This design comes from an exercise in tuning for small area, a short achievable clock period and few clock cycles on the open sky130 flow, not from production work.
The RTL was checked by simulation tests, not by an equivalence proof against the original design.
No activity file was given, so power comes from the tool's default toggle rates.

Setup of JK:
## stele_codec
module stele_codec (
    input  wire        clk,
    input  wire        rst,
    input  wire        cmd_valid,
    output wire        cmd_ready,
    input  wire        cmd_op,         
    input  wire [31:0] pal0,
    input  wire [31:0] pal1,
    input  wire [31:0] pal2,
    input  wire [1:0]  pal_n,
    input  wire [15:0] width,
    input  wire [15:0] height,
    input  wire [31:0] npix,
    input  wire        px_valid,
    output wire        px_ready,
    input  wire [31:0] px_data,
    output wire        bo_valid,
    input  wire        bo_ready,
    output wire [7:0]  bo_data,
    input  wire        bi_valid,
    output wire        bi_ready,
    input  wire        bi_eos,
    input  wire [7:0]  bi_data,
    output wire        po_valid,
    input  wire        po_ready,
    output wire [31:0] po_data,
    output wire        busy,
    output reg         done,
    output reg         err,
    output wire [3:0]  err_kind,
    output reg  [2:0]  err_detail
);
    localparam [2:0] S_IDLE = 3'd0;
    localparam [2:0] S_DHDR = 3'd1;    
    localparam [2:0] S_MUL  = 3'd2;    
    localparam [2:0] S_EVAL = 3'd3;    
    localparam [2:0] S_EHDR = 3'd4;    
    localparam [2:0] S_ENC  = 3'd5;    
    localparam [2:0] S_DEC  = 3'd6;    
    reg  [2:0]  state;
    reg         s_idle, s_dhdr, s_ehdr, s_dec;
    reg  [2:0]  kind_r;
    assign err_kind = {1'b0, kind_r};
    reg         op_r;
    reg  [31:0] p0, p1, p2;
    reg         is3;          
    reg  [31:0] rem;          
    reg         rz;           
    reg  [3:0]  k;            
    reg         mm;           
    reg         ver_ok;
    reg  [31:0] sr;
    reg  [13:0] am;
    wire [7:0]  g    = sr[23:16];
    wire [7:0]  prev = sr[15:8];
    wire [7:0]  cnt  = sr[7:0];
    wire [5:0]  acc  = sr[29:24];
    wire        gv   = am[0];
    wire        fin  = am[1];
    wire        uerr = am[2];
    wire [7:0]  bb   = sr[23:16];
    wire [7:0]  lb   = sr[31:24];
    wire [1:0]  f    = sr[1:0];
    wire        bv   = sr[4];
    wire        lv   = sr[5];
    wire        eos  = sr[6];
    wire        rm   = sr[7];
    wire        hl   = sr[8];
    reg         pe;           
    reg  [1:0]  fl;           
    reg         cz;           
    reg         ov;
    reg  [2:0]  os;
    reg  s_pal;
    wire [31:0] cx = s_pal ? p2 : px_data;
    wire e0 = (p0 == cx);
    wire e1 = (p1 == cx);
  ...
Size: roughly 210 flip-flops, roughly 270 I/O pins.
clock: 10.0 ns
lec_check: 0
cap_margin: 20
core_margin: 2
core_utilization: 40
cts_cluster_diameter: 100
cts_cluster_size: 30
place_density: 0.75
slew_margin: 20
standard.sh (not shown) runs the stock make flow with config.mk's settings and CLKGATE_MAP_FILE= SYNTH_SCRIPT=/design/flow/synth_recipe.tcl, a recipe that flattens the netlist after the stock synthesis.
==> flow/flow/run.sh <==
#!/bin/bash
set -euo pipefail
export BUFFER_PORTS_ARGS="-buffer_cell sky130_fd_sc_hd__buf_1"
export SETUP_SLACK_MARGIN=6.0
bash standard.sh finish > standard_flow.log 2>&1
Looking at the reports, JK completed the entire flow and the layout it produced met the timing, design-rule and antenna checks.
Testbench counts of JK, summed over its fixed seeds: cycles 95,184.
Relative to JK, the following input files were edited for MS:
- clearing PLACE_DENSITY, which used to be 0.75
diff --git a/flow/flow/run.sh b/flow/flow/run.sh
--- a/flow/flow/run.sh
+++ b/flow/flow/run.sh
@@ -4,0 +5 @@
+export SETUP_REPAIR_SEQUENCE="unbuffer,sizedown,sizeup,swap"
--- outcome ---
- Number of diodes up 3 in MS wrt JK
- Compared MS against JK; total wire length within noise.
- Comparing MS and JK, first-iteration DRC count is higher on JK.
- MS against JK: placed standard-cell area level, fmax moved up, minimum setup slack in the final design moved up.
What AL does differently from MS at the input level:
- CORE_UTILIZATION: 40 -> 55
diff --git a/flow/flow/run.sh b/flow/flow/run.sh
--- a/flow/flow/run.sh
+++ b/flow/flow/run.sh
@@ -5 +4,0 @@
-export SETUP_REPAIR_SEQUENCE="unbuffer,sizedown,sizeup,swap"
## What came out
Delta (AL minus MS): final core utilization went up by 17 points, part of the total power dissipated in combinational logic went down by 0.4 points.
Of AL and MS, the higher initial core utilization belongs to AL.
Higher detailed-route wire length on metal 1 was reported by MS, not AL.
Going from MS to AL, number of non-filler instances in the completed layout now sits lower, number of CTS-inserted buffers down 1, summed area of non-filler cells in the final layout now smaller, total wire length after detailed routing went down.

## afterwards: timing with drivers on the ports
In the flow no input, the clock included, has a driving cell. The finished layouts below were timed again as built, in two steps. Step 1 (the two cells are an assumption about what drives the block):
set clk [get_ports {clk}]
set_driving_cell -lib_cell sky130_fd_sc_hd__clkbuf_16 $clk
set_driving_cell -lib_cell sky130_fd_sc_hd__buf_2 [delete_from_list [all_inputs] $clk]
Step 2 moves the port delays by t, midway between the first and last clock arrival at a register: inputs arrive t later, outputs are due t later. That takes back most of the time a late clock gives input paths. Slacks: ideal / step 1 / step 2; pairs: ideal / step 1.
| run | shift t [ns] | setup slack, ns | worst setup path after step 2 | worst register clock-pin slew, ns |
|---|---|---|---|---|
| JK | 0.542 | 6.054 / 5.998 / 5.568 | input to register | 0.11 / 0.11 |
| MS | 0.542 | 6.071 / 6.017 / 5.613 | input to register | 0.11 / 0.11 |
| AL | 0.546 | 6.091 / 6.041 / 5.587 | input to register | 0.12 / 0.12 |
After both steps every run listed still meets setup and hold. For AL, which loses most, drivers alone change the setup slack by -0.050 ns; drivers and shift together by -0.504 ns.
